Background: an optimization exercise with open tools, aiming at small area, a short achievable clock period and few clock cycles. Do not read the settings as production practice. Function was checked by simulation only, so behaviour that the tests miss may differ from the original. Power and IR drop assume default switching activity.

--- design/flow/flow/run.sh ---
#!/bin/bash
# The standard layout (standard.sh: ORFS synthesis, floorplan, place, CTS, route, finish)
# with the design's SDC unchanged. Only layout knobs differ from the defaults:
#  - every port still gets a buffer, but a plain buf_2 instead of a delay cell;
#  - CTS clusters up to 20 sinks within 100 um per leaf buffer and inserts no dummy loads.
set -euo pipefail
export SETUP_SLACK_MARGIN=6.5
export BUFFER_PORTS_ARGS="-buffer_cell sky130_fd_sc_hd__buf_2"
export CTS_ARGS="-sink_clustering_enable -repair_clock_nets -dont_use_dummy_load -sink_clustering_size 20 -sink_clustering_max_diameter 100"
bash standard.sh > standard.log 2>&1
--- design/flow/standard.sh ---
#!/bin/bash
# synth_recipe.tcl (not shown) runs the flow's synth.tcl, then flattens the netlist and writes it again
# the make line also repeats each setting of config.mk as NAME=value (left out here)
make -C /OpenROAD-flow-scripts/flow DESIGN_CONFIG=/design/flow/config.mk WORK_HOME=/design/flow/orfs CLKGATE_MAP_FILE= SYNTH_SCRIPT=/design/flow/synth_recipe.tcl "${@:-finish}"
--- design/flow/config.mk ---
export PLATFORM = sky130hd
export DESIGN_NAME = crc_fc_core
export DESIGN_NICKNAME = crc_fc_core
export VERILOG_FILES = /design/flow/design.v
export SDC_FILE = /design/flow/constraint.sdc
export NUM_CORES = 4
export LEC_CHECK = 0
export CAP_MARGIN = 20
export CORE_MARGIN = 2
export CORE_UTILIZATION = 40
export SLEW_MARGIN = 20
--- design/flow/constraint.sdc ---
create_clock -name core_clock -period 10.0 [get_ports {clk}]
set_input_delay 2.0000 -clock core_clock [delete_from_list [all_inputs] [get_ports {clk}]]
set_output_delay 2.0000 -clock core_clock [all_outputs]
set_load 0.01 [all_outputs]
--- design/flow/design.v ---
module crc_fc_core (
    input  wire        clk,
    input  wire        rst,           
    input  wire        host_en,
    input  wire        host_we,
    input  wire [4:0]  host_addr,     
    input  wire [31:0] host_wdata,
    output reg  [31:0] host_rdata,    
    output reg         buf_en,
    output reg  [3:0]  buf_we,        
    output reg  [13:0] buf_addr,
    output wire [31:0] buf_wdata,
    input  wire [31:0] buf_rdata,     
    output reg         irq
);
    reg [31:0] cmd;
    reg        busy, done, rej;
    reg        err_any, err_rng;      
    reg        ie;
    reg [15:0] crc;
    reg [15:0] desc_count;
    reg [31:0] arg0, arg1, arg2, arg3;
    reg [31:0] res0, res1;
    reg [3:1]  res2;                  
    reg [15:0] res3;
    reg        r0c;                   
    reg [31:0] field [0:15];
    reg        ex;                    
    reg        rd;                    
    reg        d1_v, d1_first, d1_last;    
    reg        w_v, w_last;           
    reg [1:0]  w_sp;                  
    reg [31:0] word;                  
    reg        tw1, tw2;              
    reg [7:0]  wa, wb;                
    assign buf_wdata = {wa, wb, wa, wb};
    wire [3:0] errcode = {1'b0, err_any, err_any, err_rng};
    function [15:0] crc32in;
        input [31:0] w;
        reg   [15:0] c;
        integer i;
        begin
            c = 16'd0;
            for (i = 31; i >= 0; i = i - 1)
                c = (c[15] ^ w[i]) ? ((c << 1) ^ 16'h1021) : (c << 1);
            crc32in = c;
        end
    endfunction
    wire hw     = host_en & host_we;
    wire wr_cmd = hw & (host_addr == 5'd0);
    wire accept = wr_cmd & ~busy;
    wire [31:0] wdm = host_wdata & {32{~rst}};    
    wire [7:0] h_opc = host_wdata[7:0];
    wire [3:0] h_sub = host_wdata[11:8];
    wire       h_hz  = (host_wdata[31:12] == 20'd0);
    wire       h_s0  = (h_sub == 4'd0);
    reg op_seed, op_byte, op_blk, op_pack, op_unpk, op_ph, op_sc, op_fin, legal;
    always @(posedge clk) begin
        op_seed <= (h_opc == 8'h01);
        op_byte <= (h_opc == 8'h02);
        op_blk  <= (h_opc == 8'h03);
        op_pack <= (h_opc == 8'h10);
        op_unpk <= (h_opc == 8'h11);
        op_ph   <= (h_opc == 8'h20) | (h_opc == 8'h21);
        op_sc   <= (h_opc == 8'h22) | (h_opc == 8'h23);
        op_fin  <= (h_opc == 8'h32);
        legal   <= h_hz & ((h_s0 & ((h_opc == 8'h01) | (h_opc == 8'h02) |
                                    (h_opc == 8'h03) | (h_opc == 8'h32))) |
                           (~h_sub[3] & ((h_opc == 8'h10) | (h_opc == 8'h11))) |
                           (h_opc[7:2] == 6'b001000));
    end
    wire [3:0] sub = cmd[11:8];
    wire       dec = cmd[0];         
    wire fsel = cmd[5];
    reg  [17:0] e_sum;
    reg         a_hi, n_hi, n_zero, fin_rng;
    always @(posedge clk) begin
        e_sum   <= {1'b0, arg0[16:0]} + {1'b0, arg1[16:0]};
        a_hi    <= |arg0[31:17];
        n_hi    <= |arg1[31:17];
        n_zero  <= (arg1[16:0] == 17'd0);
        fin_rng <= (|arg0[31:16]) | (arg0[15:4] == 12'd0);
    end
    wire blk_rng = a_hi | n_hi | e_sum[17] | (e_sum[16] & (|e_sum[15:0]));
    wire one_word = (arg1[16:3] == 14'd0) & ({1'b0, arg1[2:0]} + {2'b0, arg0[1:0]} <= 4'd4);
    reg  [13:0] lastw;
    reg  [1:0]  tq;
    wire [13:0] lw_base = fsel ? arg0[15:2] : e_sum[15:2];
    wire        lw_dec  = fsel ? (arg0[1:0] != 2'd3) : (e_sum[1:0] == 2'd0);
    wire [13:0] lw1     = lastw + 14'd1;
    wire ok      = ex & legal;
    wire go_blk  = ok & op_blk & ~blk_rng & ~n_zero;
    wire go_fin  = ok & op_fin & ~fin_rng;
    wire go      = go_blk | go_fin;
    wire rng_err = ok & ((op_blk & blk_rng) | (op_fin & fin_rng));
    wire        sr      = (ex & go) | rd;               
    wire [13:0] ba_inc  = buf_addr + 14'd1;
    wire        last_rd = ex ? (one_word & ~fsel) : (buf_addr == lastw);
    wire [1:0] s_eff = (d1_first & ~fsel) ? arg0[1:0] : 2'd0;
    wire [1:0] t_eff = d1_last ? tq : 2'd3;
    wire [1:0] shr   = 2'd3 - t_eff;
    wire [1:0] sp    = s_eff + shr;
    wire [31:0] rdat = {buf_rdata[31:16], ((d1_first & fsel) ? arg0[15:0] : buf_rdata[15:0])};
    wire [31:0] shd  = rdat >> {shr, 3'b000};
    wire [31:0] aligned = {shd[31:24] & {8{sp == 2'd0}},
                           shd[23:16] & {8{sp[1] == 1'b0}},
                           shd[15:8]  & {8{sp != 2'd3}},
                           shd[7:0]};
    wire [15:0] c_in = crc;
    wire [31:0] c_sh = (w_sp == 2'd0) ? {c_in, 16'd0} :
                       (w_sp == 2'd1) ? {8'd0, c_in, 8'd0} :
                       (w_sp == 2'd2) ? {16'd0, c_in} : {24'd0, c_in[15:8]};
    wire [15:0] fold = crc32in(word ^ c_sh) ^ ((w_sp == 2'd3) ? {c_in[7:0], 8'd0} : 16'd0);
    reg [31:0] pack_word;
    always @(*) begin
        case (sub[2:0])
            3'd0: pack_word = {16'd0, field[0][7:0], field[1][0], field[2][2:0], field[3][3:0]};
            3'd1: pack_word = {field[0][0], field[1][0], field[2][0], field[3][0],
                               field[4][3:0], field[5][23:0]};
            3'd2: pack_word = {16'd0, field[0][1:0], field[1][0], field[2][0], field[3][0],
                               field[4][0], field[5][0], field[6][2:0], field[7][1:0],
                               field[8][3:0]};
            3'd3: pack_word = {16'd0, field[0][11:0], field[1][0], field[2][0], field[3][0],
                               field[4][0]};
            3'd4, 3'd5: pack_word = {field[0][7:0], field[1][23:0]};
            3'd6: pack_word = {field[0][15:0], field[1][15:0]};
            default: pack_word = {16'd0, field[0][14:0], field[1][0]};
        endcase
    end
    wire unpk_go = ok & op_unpk & ~rst;
    wire [7:0] ul = {8{unpk_go}} & (8'd1 << sub[2:0]);
    wire [31:0] up [0:8];
    assign up[0] = ({32{ul[0]}} & {24'd0, arg0[15:8]}) |
                   ({32{ul[1]}} & {31'd0, arg0[31]}) |
                   ({32{ul[2]}} & {30'd0, arg0[15:14]}) |
                   ({32{ul[3]}} & {20'd0, arg0[15:4]}) |
                   ({32{ul[4] | ul[5]}} & {24'd0, arg0[31:24]}) |
                   ({32{ul[6]}} & {16'd0, arg0[31:16]}) |
                   ({32{ul[7]}} & {17'd0, arg0[15:1]});
    assign up[1] = ({32{ul[0]}} & {31'd0, arg0[7]}) |
                   ({32{ul[1]}} & {31'd0, arg0[30]}) |
                   ({32{ul[2]}} & {31'd0, arg0[13]}) |
                   ({32{ul[3]}} & {31'd0, arg0[3]}) |
                   ({32{ul[4] | ul[5]}} & {8'd0, arg0[23:0]}) |
                   ({32{ul[6]}} & {16'd0, arg0[15:0]}) |
                   ({32{ul[7]}} & {31'd0, arg0[0]});
    assign up[2] = ({32{ul[0]}} & {29'd0, arg0[6:4]}) |
                   ({32{ul[1]}} & {31'd0, arg0[29]}) |
                   ({32{ul[2]}} & {31'd0, arg0[12]}) |
                   ({32{ul[3]}} & {31'd0, arg0[2]});
    assign up[3] = ({32{ul[0]}} & {28'd0, arg0[3:0]}) |
                   ({32{ul[1]}} & {31'd0, arg0[28]}) |
                   ({32{ul[2]}} & {31'd0, arg0[11]}) |
                   ({32{ul[3]}} & {31'd0, arg0[1]});
    assign up[4] = ({32{ul[1]}} & {28'd0, arg0[27:24]}) |
                   ({32{ul[2]}} & {31'd0, arg0[10]}) |
                   ({32{ul[3]}} & {31'd0, arg0[0]});
    assign up[5] = ({32{ul[1]}} & {8'd0, arg0[23:0]}) |
                   ({32{ul[2]}} & {31'd0, arg0[9]});
    assign up[6] = {32{ul[2]}} & {29'd0, arg0[8:6]};
    assign up[7] = {32{ul[2]}} & {30'd0, arg0[5:4]};
    assign up[8] = {32{ul[2]}} & {28'd0, arg0[3:0]};
    wire [8:0] uwe = {ul[2], ul[2], ul[2], ul[1] | ul[2], |ul[3:1], |ul[3:0], |ul[3:0],
                      unpk_go, unpk_go};
    wire [31:0] wdu = wdm & {32{~unpk_go}};     
    wire [31:0] hsel = hw ? (32'd1 << host_addr) : 32'd0;
    integer k;
    always @(posedge clk) begin
        for (k = 0; k < 16; k = k + 1) begin
            if (k < 9) begin
                if (rst | hsel[16 + k] | uwe[k])
                    field[k] <= up[k] | wdu;
            end else begin
                if (rst | hsel[16 + k])
                    field[k] <= wdm;
            end
        end
        if (rst | hsel[8])  arg0 <= wdm;
        if (rst | hsel[9])  arg1 <= wdm;
        if (rst | hsel[10]) arg2 <= wdm;
        if (rst | hsel[11]) arg3 <= wdm;
        if (rst | hsel[4])  desc_count <= wdm[15:0];
        if (rst | (accept)) cmd <= wdm;
    end
    always @(posedge clk) begin
        case (host_addr)
            5'd0:  host_rdata <= cmd;
            5'd1:  host_rdata <= {24'd0, errcode, 1'b0, rej, done, busy};
            5'd2:  host_rdata <= {31'd0, ie};
            5'd3:  host_rdata <= {16'd0, crc};
            5'd4:  host_rdata <= {16'd0, desc_count};
            5'd8:  host_rdata <= arg0;
            5'd9:  host_rdata <= arg1;
            5'd10: host_rdata <= arg2;
            5'd11: host_rdata <= arg3;
            5'd12: host_rdata <= r0c ? {16'd0, crc} : res0;
            5'd13: host_rdata <= res1;
            5'd14: host_rdata <= {28'd0, res2, 1'b0};
            5'd15: host_rdata <= {16'd0, res3};
            5'd5, 5'd6, 5'd7: host_rdata <= 32'd0;
            default: host_rdata <= field[host_addr[3:0]];
        endcase
    end
    wire r0_pack = ok & op_pack;
    wire r0_a0   = ok & ((op_ph & sub[1]) | (op_sc & sub[0]));
    wire r0_enc  = ok & op_ph & ~sub[1] & ~dec;
    wire r0_dec  = ok & op_ph & ~sub[1] & dec;
    wire r0_sc   = ok & op_sc & ~sub[0];
    wire r0_crc  = hsel[3] & r0c;
    wire [31:0] r0_val = ({32{r0_pack}} & pack_word) |
                         ({32{r0_a0}}   & arg0) |
                         ({32{r0_enc}}  & {arg0[15:0], arg1[15:0]}) |
                         ({32{r0_dec}}  & {{16{arg0[31] & ~sub[0]}}, arg0[31:16]}) |
                         ({32{r0_sc}}   & {{16{arg0[15] & dec}}, arg0[15:0]}) |
                         ({32{r0_crc}}  & {16'd0, crc});
    wire r0_we = rst | r0_pack | r0_a0 | r0_enc | r0_dec | r0_sc | r0_crc;
    always @(posedge clk)
        if (r0_we) res0 <= r0_val & {32{~rst}};
    wire last_fold = w_v & w_last;                  
    wire fin_end   = last_fold & fsel;              
    wire blk_end   = last_fold & ~fsel;             
    wire len_wr    = sr & last_rd & fsel;           
    wire simple    = ok & ~rng_err;                 
    wire c_host = hsel[3];
    wire c_seed = simple & op_seed;
    wire c_fold = (simple & op_byte) | (w_v & ~fin_end);
    wire c_rest = fin_end;
    wire c_init = go_fin;
    wire c_we   = rst | c_host | c_seed | c_fold | c_rest | c_init;
    wire [15:0] c_val = {16{rst | c_init}} |
                        ({16{c_host}} & host_wdata[15:0]) |
                        ({16{c_seed}} & arg0[15:0]) |
                        ({16{c_fold}} & fold) |
                        ({16{c_rest}} & res3);
    always @(posedge clk)
        if (c_we) crc <= c_val;
    wire r1_a1  = simple & op_ph & sub[1];
    wire r1_z   = simple & op_ph & ~sub[1] & ~dec;
    wire r1_dec = simple & op_ph & ~sub[1] & dec;
    wire r1_we  = rst | r1_a1 | r1_z | r1_dec | go_fin;
    wire [31:0] r1_val = ({32{r1_a1}}  & arg1) |
                         ({32{r1_dec}} & {{16{arg0[15]}}, arg0[15:0]}) |
                         ({32{go_fin}} & {16'd0, arg0[15:0]});
    always @(posedge clk)
        if (r1_we) res1 <= r1_val & {32{~rst}};
    wire r2_we = rst | (simple & (op_ph | op_sc));
    always @(posedge clk)
        if (r2_we) res2 <= {3{~rst}} & {op_ph & sub[1],
                                        (op_ph & ~sub[1]) | (op_sc & sub[0]),
                                        op_sc & ~sub[0]};
    wire r3_we = rst | go_fin | fin_end;
    always @(posedge clk)
        if (r3_we) res3 <= {16{~rst}} & (({16{go_fin}} & crc) | ({16{fin_end}} & fold));
    wire r0c_set = (simple & (op_seed | op_byte | op_blk)) | blk_end;
    wire r0c_clr = rst | c_host | r0_pack | r0_a0 | r0_enc | r0_dec | r0_sc;
    always @(posedge clk)
        if (r0c_clr | r0c_set) r0c <= ~r0c_clr;
    wire a_idle = ~busy;
    wire a_next = sr & ~last_rd;
    wire a_tr1  = fin_end;
    wire a_tr2  = tw1 & tw2;
    always @(posedge clk) begin
        buf_addr <= ({14{a_idle & ~host_wdata[5]}} & arg0[15:2]) |
                    ({14{a_next}} & ba_inc) |
                    ({14{a_tr1 & (tq != 2'd3)}} & lastw) |
                    ({14{(a_tr1 & (tq == 2'd3)) | a_tr2}} & lw1);
        buf_we   <= ({4{len_wr}} & 4'b0011) |
                    ({4{a_tr1}} & {tq == 2'd3, (tq == 2'd3) | (tq == 2'd0),
                                   (tq == 2'd0) | (tq == 2'd1), tq[1] & ~tq[0] | (tq == 2'd1)}) |
                    ({4{a_tr2}} & 4'b1000);
        wa <= ({8{len_wr}} & arg0[15:8]) |
              ({8{a_tr1}} & (tq[0] ? fold[15:8] : fold[7:0])) |
              ({8{a_tr2}} & res3[7:0]);
        wb <= ({8{len_wr}} & arg0[7:0]) |
              ({8{a_tr1}} & (tq[0] ? fold[7:0] : fold[15:8]));
    end
    wire complete = blk_end | (tw1 & ~tw2) | (ex & ~go);
    wire done_n = rst ? 1'b0 :
                  complete ? 1'b1 :
                  (accept | (hsel[1] & host_wdata[1])) ? 1'b0 : done;
    wire ie_n   = rst ? 1'b0 : hsel[2] ? host_wdata[0] : ie;
    always @(posedge clk) begin
        if (!busy) begin
            word <= {24'd0, arg0[7:0]};
            w_sp <= 2'd3;
        end else begin
            word <= aligned;
            w_sp <= sp;
        end
        w_last   <= d1_last;
        lastw <= lw_base - {13'd0, lw_dec};
        tq    <= fsel ? arg0[1:0] + 2'd1 : e_sum[1:0] - 2'd1;
        d1_first <= ex;
        d1_last  <= last_rd;
        if (rst) begin
            busy    <= 1'b0;
            done    <= 1'b0;
            rej     <= 1'b0;
            err_any <= 1'b0;
            err_rng <= 1'b0;
            ie      <= 1'b0;
            ex      <= 1'b0;
            rd      <= 1'b0;
            d1_v    <= 1'b0;
            w_v     <= 1'b0;
            tw1     <= 1'b0;
            tw2     <= 1'b0;
            buf_en  <= 1'b0;
            irq     <= 1'b0;
        end else begin
            ex     <= accept;
            done   <= done_n;
            ie     <= ie_n;
            irq    <= ie_n & done_n;
            d1_v   <= sr;
            w_v    <= d1_v;
            rd     <= a_next;
            buf_en <= (a_idle & accept) | a_next | len_wr | a_tr1 | a_tr2;
            if (wr_cmd) begin
                if (busy) rej <= 1'b1;
                else begin
                    busy    <= 1'b1;
                    err_any <= 1'b0;
                    err_rng <= 1'b0;
                end
            end
            if (hsel[1]) begin
                if (host_wdata[1]) begin
                    err_any <= 1'b0;
                    err_rng <= 1'b0;
                end
                if (host_wdata[2]) rej <= 1'b0;
            end
            if (fin_end) begin
                tw1 <= 1'b1;
                tw2 <= (tq == 2'd2);
            end
            if (tw1) begin
                if (tw2) tw2 <= 1'b0;
                else     tw1 <= 1'b0;
            end
            if (blk_end | (tw1 & ~tw2))
                busy <= 1'b0;
            if (ex && !go) begin
                busy <= 1'b0;
                if (!legal) begin
                    err_any <= 1'b1;
                end else if (rng_err) begin
                    err_any <= 1'b1;
                    err_rng <= 1'b1;
                end
            end
        end
    end
endmodule
==> results by group, run 1 <==
Floorplan
  • Core area: 104000 um^2
  • Site row count: 118
  • I/O pin total: 157
  • Starting Density: 40.5%
  • Die Ht: 328 um
  • Die Width: 328 um
  • Die Area: 108000 um^2

Logic synthesis
  • Syn nets: 3375
  • Number of synthesized flops with an enable pin: 788
  • Cells after Synth: 3273
  • Netlist Area Pre-Place: 42100 um^2
  • Register area share after synthesis: 64.0%
  • Main synth FF type: edfxtp_1
  • Share of flip-flops with an asynchronous set or reset: 0%
  • Synth cell types: 71
  • Synth Area per Inst: 12.9 um^2
  • Number of synthesized register bits: 952
  • Warnings from Yosys: 2

Flow run
  • Max-cap violations: 0

Global route
  • Largest net degree at the start of global routing: 69
  • Total grt overflow: 0
  • Global-route wire length before repair: 235 mm
  • Global Route Usage Sum: 30.7%
  • Initial antenna violation count: 9
  • Number of global-route vias before repair: 30100

Critical path
  • Cell mode on critical path: buf_4
  • WP data required: 10.31 ns
  • Crit path buffers/inverters: 2
  • Crit start category: input port
  • CP cell instances: buf_4 -> nand2_1 -> nor4_4 -> buf_4 -> or2_2
  • CP delay by family, top: simple AND/OR/NAND/NOR gates
  • Crit Path Class: input port to register
  • Critical path fanouts, max: 24
  • Slowest CP cell: or2_2
  • CP arrival: 3.88 ns
  • Setup crit end kind: register
  • Worst path max stage delay: 0.55 ns

Drt
  • Iter 0 DRT Violations: 5627
  • Vias post-DR: 32700
  • Final WL: 172 mm
  • Routed Antenna Nets: 0
  • Avg WL per Cell: 35.9 um
  • Pre-antenna DRT Iters: 13
  • Average vias per placed instance: 6.84
  • DR DRC count: 0

Clock network
  • Clk root buf: clkbuf_16
  • CTS Buf Count: 54
  • CTS Hold Bufs: 0
  • CTS H-tree depth: 2
  • Clk pin slew, worst setup/hold paths: 0.09 ns
  • Sink Count: 952
  • CTS Buffer Depth: 3
  • CTS tree: built
  • Skew-Pair Late Insertion Delay: 0.68 ns

Timing
  • Max transition margin: 19.7%
  • Fmax: 0.280 GHz
  • Final hold slack: 0.408 ns
  • Max-slew violations: 0
  • Layout Skew: 0.0817 ns
  • RSZ-0062 raised after global routing: yes
  • Final setup violation count: 0
  • Tmin final: 3.58 ns
  • Hold Violations, Final: 0
  • Final setup margin: 6.42 ns
  • Setup TNS: 0 ns
  • Worst slew pin tran: 1.20 ns
  • Final worst-path cycle share: 35.8%

Placement
  • Routability congestion estimate: 1.00
  • Port Buf Inserts: 156
  • DP Wirelength: 105 mm
  • Dpl ws: 4.73 ns

Pwr
  • P_sw: 2280 uW
  • Flop pwr share: 59.0%
  • Switching share of power: 27.6%
  • Clk pwr share: 27.0%
  • Worst VDD drop: 0.000129 V
  • Total power: 8240 uW
  • Pint: 5960 uW
  • Combinational Power Share: 14.0%
  • PwrDens: 172 nW/um^2
  • P_leak: 0.0169 uW

Finish
  • Core Util, Final: 46.1%
  • Commonest cells after routing, fill and taps aside: 788 x edfxtp_1, 288 x a22oi_1, 179 x nand2_1, 167 x a21oi_1, 162 x dfxtp_1
  • Layout area overhead: 13.8%
  • Share of layout cells above drive strength 1: 17.6%
  • Commonest non-fill, non-tap cell in the layout: edfxtp_1
  • Fillers: 9215
  • Register area: 27000 um^2
  • Multi-input logic area: 15300 um^2
  • # nets final: 3495

Min path
  • Worst min path class: register to register

Status
  • Outcome: complete, no violations
-- synth_stat cells, types with 50 or more instances --
cell type / count / share of area (%)
a22oi_1: 288 / 5.1
a22o_1: 59 / 1.2
xor2_1: 53 / 1.1
a221oi_1: 74 / 1.5
a21o_1: 56 / 1.0
clkbuf_1: 228 / 2.0
nand4_1: 67 / 1.0
xnor2_1: 100 / 2.1
nand3_1: 63 / 0.75
mux2i_1: 52 / 1.2
dfxtp_1: 164 / 7.8
nor2b_1: 50 / 0.74
o21ai_0: 100 / 1.2
edfxtp_1: 788 / 56
nand2_1: 184 / 1.6
a21oi_1: 168 / 2.0
nor2_1: 166 / 1.5
-- layer usage --
metal  up-vias  share of wire, %  track usage (%)
met5         -            0.0087            0.222
met4         4               6.5             15.8
met3       623                15             11.0
met2      2853                42             44.4
met1     16100                37             40.6
li1      13100                 -                -
-- stage by stage --
stage                     instances  area (um^2)
after global placement         4631        44700
after CTS                      4736        47100
after global routing           4773        47800
after floorplan                3273        42700
after detailed placement       4631        44700
final                          4782        47900
-- layout make-up --
class | instances | share of cell area, %
multi-input cells | 2023 | 31.9
diodes | 11 | 0.0575
clock buffers | 54 | 2.82
inverters | 43 | 0.337
flip-flops and latches | 952 | 56.3
well taps | 1380 | 3.61
repair buffers | 319 | 4.93
-- cell families after synthesis --
| family | after synthesis | synth area share, % |
|---|---|---|
| mux | 78 | 2.17 |
| xor+xnor | 173 | 4.26 |
| buf+inv | 312 | 2.95 |
| simple gates | 749 | 8.86 |
| compound gates | 980 | 16.8 |
| fa+ha+maj | 29 | 0.880 |
| flops | 952 | 64.0 |
-- state kept, by name, indices dropped and copies added, names as in the netlist, 16 cells and up --
name,flops
word,32
res1,32
cmd,32
crc,16
host_rdata,32
arg3,32
res0,32
e_sum,18
arg2,32
res3,16
field,512
arg0,32
desc_count,16
arg1,32
-- what timing repair did --
| action | CTS | global route |
|---|---|---|
| buffers inserted | 38 | 30 |
| cloned | 13 | 4 |
| hold endpoints to repair | 0 | 0 |
| gates resized for setup | 123 | 73 |
| pin swaps | 18 | 24 |
| endpoints found under the setup margin | 1145 | 387 |
-- worst paths after layout --
check	from	slack [ns]	to	cells after the start
worst min-delay path	d1_last$_DFF_P_	0.41	w_last$_DFF_P_	0
worst min register to register	d1_last$_DFF_P_	0.41	w_last$_DFF_P_	0
worst max-delay path	host_we	6.42	cmd[23]$_DFFE_PP_	5
worst max register to register	cmd[9]$_DFFE_PP_	6.48	field[0][4]$_DFFE_PP_	7
-- power by group through the flow --
stage | registers [uW] | logic [uW] | clock network (uW)
after detailed placement | 4940 | 985 | 0
after global placement | 4940 | 981 | 0
after CTS | 4850 | 1060 | 2220
after floorplan | 4820 | 603 | 0
after global routing | 4880 | 1190 | 2350
final | 4860 | 1150 | 2220
Testbench counts, summed over its fixed seeds: cycles 14,693.
==> run 2: changes to the inputs <==
--- a/design/flow/flow/run.sh
+++ b/design/flow/flow/run.sh
@@ -5,5 +5,5 @@
 #  - CTS clusters up to 20 sinks within 100 um per leaf buffer and inserts no dummy loads.
 set -euo pipefail
-export SETUP_SLACK_MARGIN=6.5
+export SETUP_SLACK_MARGIN=6.6
 export BUFFER_PORTS_ARGS="-buffer_cell sky130_fd_sc_hd__buf_2"
 export CTS_ARGS="-sink_clustering_enable -repair_clock_nets -dont_use_dummy_load -sink_clustering_size 20 -sink_clustering_max_diameter 100"
--- a/design/flow/config.mk
+++ b/design/flow/config.mk
@@ -8,4 +8,4 @@
 export CAP_MARGIN = 20
 export CORE_MARGIN = 2
-export CORE_UTILIZATION = 40
+export CORE_UTILIZATION = 50
 export SLEW_MARGIN = 20
==> run 2 against run 1 <==
Compared with the run above:
- sequential power about the same
- largest cell class unchanged
- flip-flop and latch count is the same
- setup slack improved by 0.11 ns
- critical endpoint is now field[4][31]$_DFFE_PP_
==> results by group, run 2 <==
Drt
  • Final WL: 175 mm (was 172 mm)
  • Vias post-DR: 32800 (was 32700)
  • Iter 0 DRT Violations: 5428 (was 5627)
  • DR DRC count: 0 (unchanged)
  • Routed Antenna Nets: 0 (unchanged)
  • Pre-antenna DRT Iters: 19 (was 13)
  • Average vias per placed instance: 7.28 (was 6.84)
  • Avg WL per Cell: 38.9 um (was 35.9 um)

Logic synthesis
  • Yosys top cell area share: 56.2% (unchanged)
  • Area share of fa/ha/maj cells after synthesis: 0.880% (unchanged)
  • Yosys top cell by area: edfxtp_1 (unchanged)
  • Syn nets: 3375 (unchanged)
  • Compound-gate portion of the synthesized area: 16.8% (unchanged)
  • Top cells by count, synth: 788 x edfxtp_1, 288 x a22oi_1, 228 x clkbuf_1, 184 x nand2_1, 168 x a21oi_1 (unchanged)
  • Register area share after synthesis: 64.0% (unchanged)
  • Synth cell types: 71 (unchanged)
  • Cells after Synth: 3273 (unchanged)
  • Netlist Area Pre-Place: 42100 um^2 (unchanged)
  • Top post-synthesis cells by area: edfxtp_1 56%, dfxtp_1 7.8%, a22oi_1 5.1%, xnor2_1 2.1%, clkbuf_1 2.0% (unchanged)
  • Dominant cell by count in the synthesized netlist: edfxtp_1 (unchanged)
  • Number of synthesized register bits: 952 (unchanged)
  • Synth Area per Inst: 12.9 um^2 (unchanged)
  • Xor/xnor share of the synthesized area: 4.26% (unchanged)
  • Mux cell area share after synthesis: 2.17% (unchanged)
  • Warnings from Yosys: 2 (unchanged)
  • Simple-Gate Fraction of Synth Area: 8.86% (unchanged)
  • Largest family of logic cells by synthesized area: compound AO/OA/AOI/OAI gates (unchanged)
  • Share of flip-flops with an asynchronous set or reset: 0% (unchanged)
  • Main synth FF type: edfxtp_1 (unchanged)
  • Number of synthesized flops with an enable pin: 788 (unchanged)

Placement
  • DP Wirelength: 105 mm (about the same)
  • Port Buf Inserts: 156 (unchanged)
  • Routability congestion estimate: 0.980 (was 1.00)

Critical path
  • CP cell instances: buf_16 -> or2_2 -> nor3_2 -> buf_4 -> a41oi_2 -> nand3b_1 -> buf_4 -> buf_6 (was buf_4 -> nand2_1 -> nor4_4 -> buf_4 -> or2_2)
  • Crit path buffers/inverters: 4 (was 2)
  • Slowest CP cell: or2_2 (unchanged)
  • CP delay by family, top: buffers and inverters (was simple AND/OR/NAND/NOR gates)
  • FF-to-FF Start: crc[15]$_DFFE_PP_ (was cmd[9]$_DFFE_PP_)
  • Setup crit end kind: register (unchanged)
  • WP data required: 10.36 ns (was 10.31 ns)
  • Critical path fanouts, max: 54 (was 24)
  • Crit Path Class: input port to register (unchanged)
  • R2R setup slack: 6.55 ns (was 6.48 ns)
  • Worst path max stage delay: 0.41 ns (was 0.55 ns)
  • Worst R2R Path Depth: 11 (was 7)
  • CP arrival: 3.83 ns (was 3.88 ns)
  • End of the worst register-to-register path: wa[4]$_DFF_P_ (was field[0][4]$_DFFE_PP_)
  • Crit start category: input port (unchanged)
  • Cell mode on critical path: buf_4 (unchanged)

Floorplan
  • Core area: 83400 um^2 (was 104000 um^2)
  • Site row count: 106 (was 118)
  • Starting Density: 50.4% (was 40.5%)
  • Die Area: 86500 um^2 (was 108000 um^2)
  • I/O pin total: 157 (unchanged)
  • Die Ht: 294 um (was 328 um)
  • Die Width: 294 um (was 328 um)

Clock network
  • CTS Hold Bufs: 0 (unchanged)
  • Clk pin slew, worst setup/hold paths: 0.09 ns (about the same)
  • Sink Count: 952 (unchanged)
  • Clk root buf: clkbuf_16 (unchanged)
  • CTS Buffer Depth: 3 (unchanged)
  • CTS tree: built (unchanged)
  • CTS Buf Count: 54 (unchanged)
  • CTS H-tree depth: 2 (unchanged)
  • Skew-Pair Late Insertion Delay: 0.70 ns (was 0.68 ns)

Timing
  • RSZ-0062 raised after global routing: yes (unchanged)
  • Layout Skew: 0.0705 ns (was 0.0817 ns)
  • Final setup violation count: 0 (unchanged)
  • Max-slew violations: 0 (unchanged)
  • Fmax: 0.289 GHz (was 0.280 GHz)
  • Tmin final: 3.46 ns (was 3.58 ns)
  • Worst slew pin tran: 1.20 ns (about the same)
  • Setup TNS: 0 ns (unchanged)
  • Hold Violations, Final: 0 (unchanged)
  • Max transition margin: 20.1% (was 19.7%)
  • Final worst-path cycle share: 34.6% (was 35.8%)

Min path
  • Worst min path class: register to register (unchanged)
  • Hold Path Origin: d1_last$_DFF_P_ (unchanged)
  • Hold path depth: 0 (unchanged)
  • Hold endpoint: w_last$_DFF_P_ (unchanged)

Flow run
  • Max-cap violations: 0 (unchanged)

Global route
  • GRT met1 Usage: 51.3% (was 40.6%)
  • Gr busiest metal: met2 (unchanged)
  • Largest net degree at the start of global routing: 62 (was 69)
  • Grt met2 use: 59.6% (was 44.4%)
  • Global-route wire length before repair: 238 mm (was 235 mm)
  • GR Util met3: 10.3% (was 11.0%)
  • Total grt overflow: 0 (unchanged)
  • Initial antenna violation count: 9 (unchanged)
  • Number of global-route vias before repair: 31000 (was 30100)
  • Global Route Usage Sum: 39.4% (was 30.7%)

Finish
  • Layout area overhead: 14.8% (was 13.8%)
  • Share of layout cells above drive strength 1: 19.2% (was 17.6%)
  • # nets final: 3528 (was 3495)
  • Commonest non-fill, non-tap cell in the layout: edfxtp_1 (unchanged)
  • Largest register FFs: 512 (unchanged)
  • Register name with the most flops: field (unchanged)
  • Commonest cells after routing, fill and taps aside: 788 x edfxtp_1, 286 x a22oi_1, 180 x nand2_1, 164 x a21oi_1, 161 x dfxtp_1 (was 788 x edfxtp_1, 288 x a22oi_1, 179 x nand2_1, 167 x a21oi_1, 162 x dfxtp_1)
  • Core Util, Final: 57.9% (was 46.1%)

Pwr
  • PwrDens: 172 nW/um^2 (about the same)
  • Worst VDD drop: 0.000159 V (was 0.000129 V)
  • P_leak: 0.0173 uW (was 0.0169 uW)

Status
  • Outcome: complete, no violations (unchanged)
[run 2: cell count changes in the layout (fill, tap and decap cells not counted), moves of 5 or more]
cell / delta
xnor2_2: +7
buf_4: +10
xnor2_1: -8
a221oi_2: +5
buf_12: +14
diode_2: -6
[run 2: layout make-up]
cell class	instances	area (um^2)
Tap cell	1080	1350
Inverter	43	161
Sequential cell	952	27000
Fill cell	6749	35100
Multi-Input combinational cell	2024	15600
Timing Repair Buffer	351	2900
Clock buffer	54	1350
Antenna cell	5	12.5
[run 2: logic make-up after synthesis]
logic type / count (synthesis)
mux: 78
flops: 952
buf+inv: 312
fa+ha+maj: 29
compound gates: 980
simple gates: 749
xor+xnor: 173
[run 2: worst max path at each step]
stage / start / cells past startpoint / to
2_1_floorplan: host_addr[3] / 8 / field[4][0]$_DFFE_PP_
5_1_grt: crc[15]$_DFFE_PP_ / 11 / wa[4]$_DFF_P_
3_5_place_dp: host_addr[4] / 5 / res0[19]$_DFFE_PP_
3_3_place_gp: host_addr[4] / 5 / res0[17]$_DFFE_PP_
6_report: rst / 8 / field[4][31]$_DFFE_PP_
4_1_cts: host_addr[2] / 6 / arg3[12]$_DFFE_PP_
[run 2: worst reg2reg max path, stage by stage (launching register included)]
cell and delay [ns]:
edfxtp_1 0.41, buf_6 0.17, nor3b_4 0.17, xnor2_2 0.25, xor2_2 0.20, xnor3_2 0.46
xnor3_2 0.30, xnor2_4 0.16, xnor3_2 0.49, xnor2_4 0.32, a211oi_2 0.11, a221o_1 0.29
[run 2: through the flow]
stage	instance area (um^2)	instances	hold slack [ns]	total power [uW]	worst slack, ns
after floorplan	42800	3273	0.355	5430	5.67
after CTS	47400	4459	0.425	8200	6.42
after global placement	44300	4325	0.407	5920	4.98
after detailed placement	44300	4326	0.418	5940	4.91
after global routing	48300	4504	0.443	8480	6.52
final	48300	4509	0.428	8310	6.54
[run 2: timing repair]
item	in CTS	in global routing
buffers inserted	62	40
setup endpoints to repair	953	320
gates cloned	17	5
endpoints found under the hold margin	0	0
pin swaps	36	38
resized for setup	170	89
[run 2: routing by layer]
metal | up-vias | wire length (um)
li1 | 13100 | -
met1 | 16300 | 62000
met2 | 2753 | 77100
met3 | 616 | 23500
met4 | 4 | 12700
met5 | - | 27
[run 2: report_power, final]
part / leakage [uW] / switching [uW] / internal, uW / total [uW]
clock network: 0.000665 / 1270 / 956 / 2230
logic: 0.00750 / 808 / 423 / 1230
registers: 0.00914 / 232 / 4620 / 4850
total: 0.0173 / 2310 / 5990 / 8310
==> run 3: changes to the inputs <==
--- a/design/flow/flow/run.sh
+++ b/design/flow/flow/run.sh
@@ -5,5 +5,5 @@
 #  - CTS clusters up to 20 sinks within 100 um per leaf buffer and inserts no dummy loads.
 set -euo pipefail
-export SETUP_SLACK_MARGIN=6.6
+export SETUP_SLACK_MARGIN=6.7
 export BUFFER_PORTS_ARGS="-buffer_cell sky130_fd_sc_hd__buf_2"
 export CTS_ARGS="-sink_clustering_enable -repair_clock_nets -dont_use_dummy_load -sink_clustering_size 20 -sink_clustering_max_diameter 100"
==> run 3 against run 2 <==
Compared with the run above:
- synthesized cell count stayed put
- still clean
- largest cell class unchanged
- critical endpoint is now wa[4]$_DFF_P_
- total power is 2.0% higher
- register-to-register slack worse by 0.03 ns
==> results by group, run 3 <==
Clock network
  • Skew-Pair Late Insertion Delay: 0.69 ns (was 0.70 ns)
  • CTS Buf Count: 53 (was 54)
  • CTS Hold Bufs: 0 (unchanged)
  • CTS tree: built (unchanged)
  • Clk root buf: clkbuf_16 (unchanged)
  • Clk pin slew, worst setup/hold paths: 0.09 ns (about the same)
  • CTS Buffer Depth: 3 (unchanged)
  • CTS H-tree depth: 2 (unchanged)
  • Sink Count: 952 (unchanged)

Critical path
  • Crit path buffers/inverters: 1 (was 4)
  • Crit start category: register (was input port)
  • Slowest CP cell: edfxtp_1 (was or2_2)
  • Worst path max stage delay: 0.52 ns (was 0.41 ns)
  • Setup crit end kind: register (unchanged)
  • WP data required: 10.53 ns (was 10.36 ns)
  • Cell mode on critical path: xnor3_2 (was buf_4)
  • Crit Path Class: register to register (was input port to register)
  • CP arrival: 4.01 ns (was 3.83 ns)
  • CP delay by family, top: XOR/XNOR gates (was buffers and inverters)
  • Critical path fanouts, max: 4 (was 54)
  • CP Depth: 11 (was 8)
  • CP cell instances: buf_6 -> xor2_2 -> nand2_2 -> xor2_4 -> xnor3_2 -> xnor3_2 -> xnor2_4 -> xnor3_2 -> xnor2_4 -> a211oi_2 -> a221o_1 (was buf_16 -> or2_2 -> nor3_2 -> buf_4 -> a41oi_2 -> nand3b_1 -> buf_4 -> buf_6)
  • Worst R2R Path Depth: 11 (unchanged)

Logic synthesis
  • Register area share after synthesis: 64.0% (unchanged)
  • Main synth FF type: edfxtp_1 (unchanged)
  • Synth cell types: 71 (unchanged)
  • Number of synthesized flops with an enable pin: 788 (unchanged)
  • Number of synthesized register bits: 952 (unchanged)
  • Share of flip-flops with an asynchronous set or reset: 0% (unchanged)
  • Warnings from Yosys: 2 (unchanged)
  • Synth Area per Inst: 12.9 um^2 (unchanged)
  • Netlist Area Pre-Place: 42100 um^2 (unchanged)
  • Top cells by count, synth: 788 x edfxtp_1, 288 x a22oi_1, 228 x clkbuf_1, 184 x nand2_1, 168 x a21oi_1 (unchanged)
  • Yosys top cell by area: edfxtp_1 (unchanged)
  • Cells after Synth: 3273 (unchanged)
  • Dominant cell by count in the synthesized netlist: edfxtp_1 (unchanged)
  • Syn nets: 3375 (unchanged)
  • Yosys top cell area share: 56.2% (unchanged)
  • Top post-synthesis cells by area: edfxtp_1 56%, dfxtp_1 7.8%, a22oi_1 5.1%, xnor2_1 2.1%, clkbuf_1 2.0% (unchanged)

Floorplan
  • I/O pin total: 157 (unchanged)
  • Die Ht: 294 um (unchanged)
  • Core area: 83400 um^2 (unchanged)
  • Die Width: 294 um (unchanged)
  • Site row count: 106 (unchanged)
  • Starting Density: 50.4% (unchanged)
  • Die Area: 86500 um^2 (unchanged)

Timing
  • Final worst-path cycle share: 34.8% (was 34.6%)
  • Worst slew pin tran: 1.26 ns (was 1.20 ns)
  • Hold Violations, Final: 0 (unchanged)
  • Final hold slack: 0.427 ns (was 0.428 ns)
  • Max transition margin: 16.1% (was 20.1%)
  • Layout Skew: 0.0723 ns (was 0.0705 ns)
  • Tmin final: 3.48 ns (was 3.46 ns)
  • Max-slew violations: 0 (unchanged)
  • Final setup violation count: 0 (unchanged)
  • RSZ-0062 raised after global routing: yes (unchanged)
  • Fmax: 0.287 GHz (was 0.289 GHz)
  • Setup TNS: 0 ns (unchanged)

Global route
  • Global-route wire length before repair: 245 mm (was 238 mm)
  • Total grt overflow: 0 (unchanged)
  • Global Route Usage Sum: 40.6% (was 39.4%)
  • Largest net degree at the start of global routing: 54 (was 62)
  • Number of global-route vias before repair: 31300 (was 31000)
  • Initial antenna violation count: 10 (was 9)

Finish
  • Commonest non-fill, non-tap cell in the layout: edfxtp_1 (unchanged)
  • Post-route cell area: 50300 um^2 (was 48300 um^2)
  • Final std cells w/o fill: 4597 (was 4509)
  • Commonest cells after routing, fill and taps aside: 788 x edfxtp_1, 282 x a22oi_1, 180 x nand2_1, 167 x buf_4, 161 x a21oi_1 (was 788 x edfxtp_1, 286 x a22oi_1, 180 x nand2_1, 164 x a21oi_1, 161 x dfxtp_1)
  • Layout area overhead: 19.5% (was 14.8%)
  • Core Util, Final: 60.3% (was 57.9%)
  • Share of layout cells above drive strength 1: 23.2% (was 19.2%)
  • # nets final: 3615 (was 3528)
  • Largest register FFs: 512 (unchanged)
  • Register name with the most flops: field (unchanged)

Pwr
  • P_leak: 0.0182 uW (was 0.0173 uW)
  • Worst VDD drop: 0.000133 V (was 0.000159 V)
  • PwrDens: 168 nW/um^2 (was 172 nW/um^2)

Drt
  • Avg WL per Cell: 40.2 um (was 38.9 um)
  • Average vias per placed instance: 7.33 (was 7.28)
  • DR DRC count: 0 (unchanged)
  • Pre-antenna DRT Iters: 9 (was 19)
  • Vias post-DR: 33700 (was 32800)
  • Routed Antenna Nets: 0 (unchanged)
  • Iter 0 DRT Violations: 5684 (was 5428)
  • Final WL: 185 mm (was 175 mm)

Placement
  • Post-DP Area: 44300 um^2 (about the same)
  • DP Wirelength: 105 mm (about the same)
  • Cells after DPL: 4324 (was 4326)
  • Port Buf Inserts: 156 (unchanged)
  • Routability congestion estimate: 0.961 (was 0.980)

Min path
  • Worst min path class: register to register (unchanged)
  • Hold path depth: 0 (unchanged)

Flow run
  • Max-cap violations: 0 (unchanged)

Status
  • Outcome: complete, no violations (unchanged)
## run 3: area by class of cell
class | instances | area (um^2)
Fill cell | 6458 | 33100
Sequential cell | 952 | 27000
Multi-Input combinational cell | 2025 | 16200
Timing Repair Buffer | 438 | 4310
Tap cell | 1080 | 1350
Clock buffer | 53 | 1330
Inverter | 43 | 161
Antenna cell | 6 | 15.0
## run 3: logic make-up after synthesis
group | after synthesis | share of synthesized area [%]
multiplexers | 78 | 2.17
AO/OA/AOI/OAI | 980 | 16.8
flip-flops | 952 | 64.0
XOR/XNOR | 173 | 4.26
buffers and inverters | 312 | 2.95
AND/OR/NAND/NOR | 749 | 8.86
adder cells (fa/ha/maj) | 29 | 0.880
## run 3: final timing paths
kind	startpoint	slack, ns	endpoint
max	crc[15]$_DFFE_PP_	6.52	wa[4]$_DFF_P_
max reg2reg	crc[15]$_DFFE_PP_	6.52	wa[4]$_DFF_P_
min reg2reg	d1_last$_DFF_P_	0.43	w_last$_DFF_P_
min	d1_last$_DFF_P_	0.43	w_last$_DFF_P_
## run 3: per-stage QoR
| stage | power [uW] | setup slack (ns) |
|---|---|---|
| floorplan | 5430 | 5.67 |
| global placement | 5930 | 4.93 |
| detailed placement | 5950 | 4.83 |
| CTS | 8280 | 6.45 |
| global route | 8640 | 6.43 |
| finish | 8470 | 6.52 |
## run 3: timing repair
action | CTS | global route
endpoints found under the hold margin | 0 | 0
buffers inserted | 99 | 80
resized for setup | 236 | 174
cloned | 25 | 10
endpoints found under the setup margin | 1013 | 421
pin swaps | 58 | 106
## run 3: power breakdown
part	internal, uW	switching [uW]
Combinational	523	874
Clock	940	1280
Sequential	4620	239
## run 3: per-layer routing
metal	vias up	global-route usage [%]	routed length, um
met1	16800	52.7	64600
met5	-	0	53
met2	2857	61.8	81000
met4	8	23.1	13200
li1	13300	-	-
met3	669	10.9	26000
==> run 4: changes to the inputs <==
--- a/design/flow/design.v
+++ b/design/flow/design.v
@@ -183,23 +183,26 @@
         if (rst | (accept)) cmd <= wdm;
     end
-    always @(posedge clk) begin
-        case (host_addr)
-            5'd0:  host_rdata <= cmd;
-            5'd1:  host_rdata <= {24'd0, errcode, 1'b0, rej, done, busy};
-            5'd2:  host_rdata <= {31'd0, ie};
-            5'd3:  host_rdata <= {16'd0, crc};
-            5'd4:  host_rdata <= {16'd0, desc_count};
-            5'd8:  host_rdata <= arg0;
-            5'd9:  host_rdata <= arg1;
-            5'd10: host_rdata <= arg2;
-            5'd11: host_rdata <= arg3;
-            5'd12: host_rdata <= r0c ? {16'd0, crc} : res0;
-            5'd13: host_rdata <= res1;
-            5'd14: host_rdata <= {28'd0, res2, 1'b0};
-            5'd15: host_rdata <= {16'd0, res3};
-            5'd5, 5'd6, 5'd7: host_rdata <= 32'd0;
-            default: host_rdata <= field[host_addr[3:0]];
-        endcase
+    wire [31:0] ra = 32'd1 << host_addr;
+    reg  [31:0] rmux;
+    integer r;
+    always @(*) begin
+        rmux = ({32{ra[0]}}  & cmd) |
+               ({32{ra[1]}}  & {24'd0, errcode, 1'b0, rej, done, busy}) |
+               ({32{ra[2]}}  & {31'd0, ie}) |
+               ({32{ra[3]}}  & {16'd0, crc}) |
+               ({32{ra[4]}}  & {16'd0, desc_count}) |
+               ({32{ra[8]}}  & arg0) |
+               ({32{ra[9]}}  & arg1) |
+               ({32{ra[10]}} & arg2) |
+               ({32{ra[11]}} & arg3) |
+               ({32{ra[12]}} & (r0c ? {16'd0, crc} : res0)) |
+               ({32{ra[13]}} & res1) |
+               ({32{ra[14]}} & {28'd0, res2, 1'b0}) |
+               ({32{ra[15]}} & {16'd0, res3});
+        for (r = 0; r < 16; r = r + 1)
+            rmux = rmux | ({32{ra[16 + r]}} & field[r]);
     end
+    always @(posedge clk)
+        host_rdata <= rmux;
     wire r0_pack = ok & op_pack;
     wire r0_a0   = ok & ((op_ph & sub[1]) | (op_sc & sub[0]));
--- a/design/flow/flow/run.sh
+++ b/design/flow/flow/run.sh
@@ -5,5 +5,5 @@
 #  - CTS clusters up to 20 sinks within 100 um per leaf buffer and inserts no dummy loads.
 set -euo pipefail
-export SETUP_SLACK_MARGIN=6.7
+export SETUP_SLACK_MARGIN=6.6
 export BUFFER_PORTS_ARGS="-buffer_cell sky130_fd_sc_hd__buf_2"
 export CTS_ARGS="-sink_clustering_enable -repair_clock_nets -dont_use_dummy_load -sink_clustering_size 20 -sink_clustering_max_diameter 100"
==> run 4 against run 3 <==
Compared with the run above:
- non-clock buffer count is 56 lower
- combinational power is 12% lower
- largest cell class unchanged
- register-to-register slack hardly changed
==> results by group, run 4 <==
Pwr
  • Pint: 6020 uW (was 6080 uW)
  • Total power: 8350 uW (was 8470 uW)
  • P_sw: 2330 uW (was 2390 uW)
  • P_leak: 0.0174 uW (was 0.0182 uW)
  • Flop pwr share: 58.5% (was 57.3%)
  • Worst VDD drop: 0.000133 V (about the same)
  • Clk pwr share: 26.7% (was 26.2%)
  • PwrDens: 172 nW/um^2 (was 168 nW/um^2)
  • Switching share of power: 27.9% (was 28.3%)
  • Combinational Power Share: 14.7% (was 16.5%)

Critical path
  • Critical path fanouts, max: 33 (was 4)
  • R2R setup slack: 6.53 ns (was 6.52 ns)
  • Worst R2R Path Depth: 11 (unchanged)
  • Setup crit end: field[0][9]$_DFFE_PP_ (was wa[4]$_DFF_P_)
  • End of the worst register-to-register path: crc[5]$_DFFE_PP_ (was wa[4]$_DFF_P_)
  • Crit start category: input port (was register)
  • CP startpoint: host_addr[0] (was crc[15]$_DFFE_PP_)
  • FF-to-FF Start: crc[11]$_DFFE_PP_ (was crc[15]$_DFFE_PP_)
  • CP arrival: 3.81 ns (was 4.01 ns)
  • Crit Path Class: input port to register (was register to register)
  • Setup crit end kind: register (unchanged)
  • WP data required: 10.31 ns (was 10.53 ns)

Finish
  • # nets final: 3621 (was 3615)
  • Fillers: 6647 (was 6458)
  • Commonest cells after routing, fill and taps aside: 788 x edfxtp_1, 304 x a22oi_1, 243 x nand2_1, 178 x nor2_1, 161 x dfxtp_1 (was 788 x edfxtp_1, 282 x a22oi_1, 180 x nand2_1, 167 x buf_4, 161 x a21oi_1)
  • Commonest non-fill, non-tap cell in the layout: edfxtp_1 (unchanged)
  • Share of layout cells above drive strength 1: 19.2% (was 23.2%)
  • Largest register FFs: 512 (unchanged)
  • Layout area overhead: 15.6% (was 19.5%)
  • Register name with the most flops: field (unchanged)

Drt
  • Final WL: 188 mm (was 185 mm)
  • Vias post-DR: 33900 (was 33700)
  • Met3 wire length: 29.8 mm (was 26.0 mm)
  • Avg WL per Cell: 40.8 um (was 40.2 um)
  • Iter 0 DRT Violations: 6349 (was 5684)
  • M1 WL: 67.4 mm (was 64.6 mm)
  • Pre-antenna DRT Iters: 10 (was 9)
  • DR DRC count: 0 (unchanged)
  • Average vias per placed instance: 7.35 (was 7.33)
  • Max layer used: met5 (unchanged)
  • Routed Antenna Nets: 0 (unchanged)
  • Met2 WL post-DR: 79.0 mm (was 81.0 mm)

Logic synthesis
  • Yosys top cell by area: edfxtp_1 (unchanged)
  • Warnings from Yosys: 2 (unchanged)
  • Share of flip-flops with an asynchronous set or reset: 0% (unchanged)
  • Main synth FF type: edfxtp_1 (unchanged)
  • Syn nets: 3422 (was 3375)
  • Number of synthesized register bits: 952 (unchanged)
  • Yosys top cell area share: 56.2% (about the same)
  • Number of synthesized flops with an enable pin: 788 (unchanged)
  • Synth Area per Inst: 12.7 um^2 (was 12.9 um^2)
  • Top post-synthesis cells by area: edfxtp_1 56%, dfxtp_1 7.8%, a22oi_1 5.5%, nand2_1 2.3%, xnor2_1 2.2% (was edfxtp_1 56%, dfxtp_1 7.8%, a22oi_1 5.1%, xnor2_1 2.1%, clkbuf_1 2.0%)
  • Top cells by count, synth: 788 x edfxtp_1, 307 x a22oi_1, 261 x nand2_1, 213 x clkbuf_1, 212 x nor2_1 (was 788 x edfxtp_1, 288 x a22oi_1, 228 x clkbuf_1, 184 x nand2_1, 168 x a21oi_1)
  • Synth cell types: 74 (was 71)
  • Netlist Area Pre-Place: 42100 um^2 (about the same)
  • Cells after Synth: 3320 (was 3273)
  • Dominant cell by count in the synthesized netlist: edfxtp_1 (unchanged)
  • Register area share after synthesis: 64.0% (about the same)

Global route
  • Number of global-route vias before repair: 31500 (was 31300)
  • Global Route Usage Sum: 42.6% (was 40.6%)
  • Global-route wire length before repair: 254 mm (was 245 mm)
  • Total grt overflow: 0 (unchanged)
  • Initial antenna violation count: 13 (was 10)
  • Largest net degree at the start of global routing: 66 (was 54)

Timing
  • Setup TNS: 0 ns (unchanged)
  • Layout Skew: 0.0924 ns (was 0.0723 ns)
  • Max transition margin: 25.6% (was 16.1%)
  • Max-slew violations: 0 (unchanged)
  • RSZ-0062 raised after global routing: yes (unchanged)
  • Fmax: 0.286 GHz (was 0.287 GHz)
  • Worst slew pin tran: 1.12 ns (was 1.26 ns)
  • Final worst-path cycle share: 35.0% (was 34.8%)
  • Tmin final: 3.50 ns (was 3.48 ns)
  • Final setup violation count: 0 (unchanged)
  • Hold Violations, Final: 0 (unchanged)

Placement
  • Routability congestion estimate: 0.964 (was 0.961)
  • DP Wirelength: 106 mm (was 105 mm)
  • Port Buf Inserts: 156 (unchanged)

Flow run
  • Max-cap violations: 0 (unchanged)

Clock network
  • CTS Buffer Depth: 3 (unchanged)
  • Skew-Pair Late Insertion Delay: 0.67 ns (was 0.69 ns)
  • Clk root buf: clkbuf_16 (unchanged)
  • CTS Buf Count: 54 (was 53)
  • CTS H-tree depth: 2 (unchanged)
  • Sink Count: 952 (unchanged)
  • Clk pin slew, worst setup/hold paths: 0.08 ns (was 0.09 ns)
  • CTS tree: built (unchanged)

Floorplan
  • Site row count: 106 (unchanged)
  • Die Ht: 294 um (about the same)
  • Starting Density: 50.4% (about the same)
  • Die Width: 294 um (about the same)
  • Core area: 83600 um^2 (was 83400 um^2)
  • I/O pin total: 157 (unchanged)
  • Die Area: 86500 um^2 (about the same)

Min path
  • Worst min path class: register to register (unchanged)

Status
  • Outcome: complete, no violations (unchanged)
==> run 4: cell types whose count changed after synthesis, sizes merged, moves of 12 or more <==
| cell | previous run | this run |
|---|---|---|
| xnor2 | 102 | 124 |
| a22oi | 288 | 307 |
| nand2 | 184 | 261 |
| a21oi | 168 | 134 |
| nor2 | 167 | 214 |
| o221ai | 29 | 5 |
| xnor3 | 15 | 3 |
| o22ai | 15 | 3 |
| nor3 | 49 | 29 |
==> run 4: worst max-delay path, cell delays in order <==
cell,delay (ns)
clkbuf_4,0.17
or2_4,0.32
buf_4,0.16
nor2_4,0.07
buf_6,0.49
nand2_4,0.13
nand2_8,0.42
==> run 4: logic make-up (layout without fill, tap and decap cells) <==
family | count (synthesis) | after routing | synth area share (%)
flip-flops | 952 | 952 | 64.0
XOR/XNOR | 182 | 182 | 4.30
adder cells (fa/ha/maj) | 29 | 29 | 0.880
other | 0 | 7 | 0
buffers and inverters | 307 | 480 | 3.04
AO/OA/AOI/OAI | 913 | 924 | 15.8
AND/OR/NAND/NOR | 846 | 859 | 9.63
multiplexers | 91 | 91 | 2.35
==> run 4: layout make-up <==
| type | count | area [um^2] | area share, % |
|---|---|---|---|
| Antenna cell | 7 | 17.5 | 0.0360 |
| Sequential cell | 952 | 27000 | 55.4 |
| Tap cell | 1080 | 1350 | 2.78 |
| Clock buffer | 54 | 1350 | 2.78 |
| Inverter | 44 | 174 | 0.357 |
| Multi-Input combinational cell | 2085 | 15400 | 31.6 |
| Timing Repair Buffer | 382 | 3450 | 7.10 |
==> run 4: metrics by stage <==
| step | worst slack [ns] | util [%] | std cells | cell area, um^2 | hold slack, ns |
|---|---|---|---|---|---|
| 2_1_floorplan | 6.18 | - | 3320 | 43000 | 0.365 |
| 3_3_place_gp | 4.95 | 53.0 | 4366 | 44300 | 0.400 |
| 3_5_place_dp | 4.83 | 53.0 | 4366 | 44300 | 0.397 |
| 4_1_cts | 6.50 | 57.1 | 4552 | 47700 | 0.416 |
| 5_1_grt | 6.39 | 58.2 | 4597 | 48700 | 0.415 |
| 6_report | 6.50 | 58.2 | 4604 | 48700 | 0.414 |
==> run 4: how the worst min path moves through the flow <==
| stage | to | slack [ns] | cells after the start | start |
|---|---|---|---|---|
| final | w_last$_DFF_P_ | 0.41 | 0 | d1_last$_DFF_P_ |
| after global routing | w_last$_DFF_P_ | 0.42 | 0 | d1_last$_DFF_P_ |
| after CTS | w_last$_DFF_P_ | 0.42 | 0 | d1_last$_DFF_P_ |
| after detailed placement | w_last$_DFF_P_ | 0.40 | 0 | d1_last$_DFF_P_ |
| after global placement | w_last$_DFF_P_ | 0.40 | 0 | d1_last$_DFF_P_ |
| after floorplan | w_last$_DFF_P_ | 0.36 | 0 | d1_last$_DFF_P_ |
==> run 4: repair_timing <==
action,in CTS,in global routing
hold buffers,0,0
setup endpoints to repair,1338,279
setup buffers,107,42
pin swaps,45,37
cloned,25,2
resized for setup,141,89
==> run 4: power groups by stage <==
stage	clock network [uW]	logic (uW)	registers, uW
3_5_place_dp	0	970	4970
2_1_floorplan	0	580	4850
4_1_cts	2220	1110	4870
5_1_grt	2350	1260	4900
3_3_place_gp	0	958	4960
6_report	2230	1230	4890
==> run 4: metal layers <==
metal | track usage, % | up-vias
met2 | 61.1 | 3154
li1 | - | 13200
met5 | 1.19 | -
met4 | 21.9 | 14
met1 | 56.6 | 16800
met3 | 15.8 | 632
Testbench counts of run 4, summed over its fixed seeds: cycles 14,693.

## re-timing with driven ports
In the flow no input, the clock included, has a driving cell. The finished layouts below were timed again as built, in two steps.
Step 1: set_driving_cell puts a clkbuf_16 on clk and a buf_2 on each other input, an assumption about the parent block.
Step 2 times the ports against the registers' clock, not the clock port: input delays grow and output delays shrink by t, the midpoint of the rising clock arrivals with the driver on.
Three values: ideal ports, drivers, drivers and shift; two values: the first two.
run	t, ns	setup WS [ns]	cell pins on the clock port's net
run 1	0.699	6.425 / 6.424 / 5.725	1
run 2	0.728	6.536 / 6.394 / 5.666	1
run 3	0.726	6.516 / 6.516 / 5.806	1
run 4	0.695	6.501 / 6.381 / 5.686	1
After both steps every run listed still meets setup and hold. For run 2, which loses most, drivers alone change the setup slack by -0.142 ns; drivers and shift together by -0.870 ns.
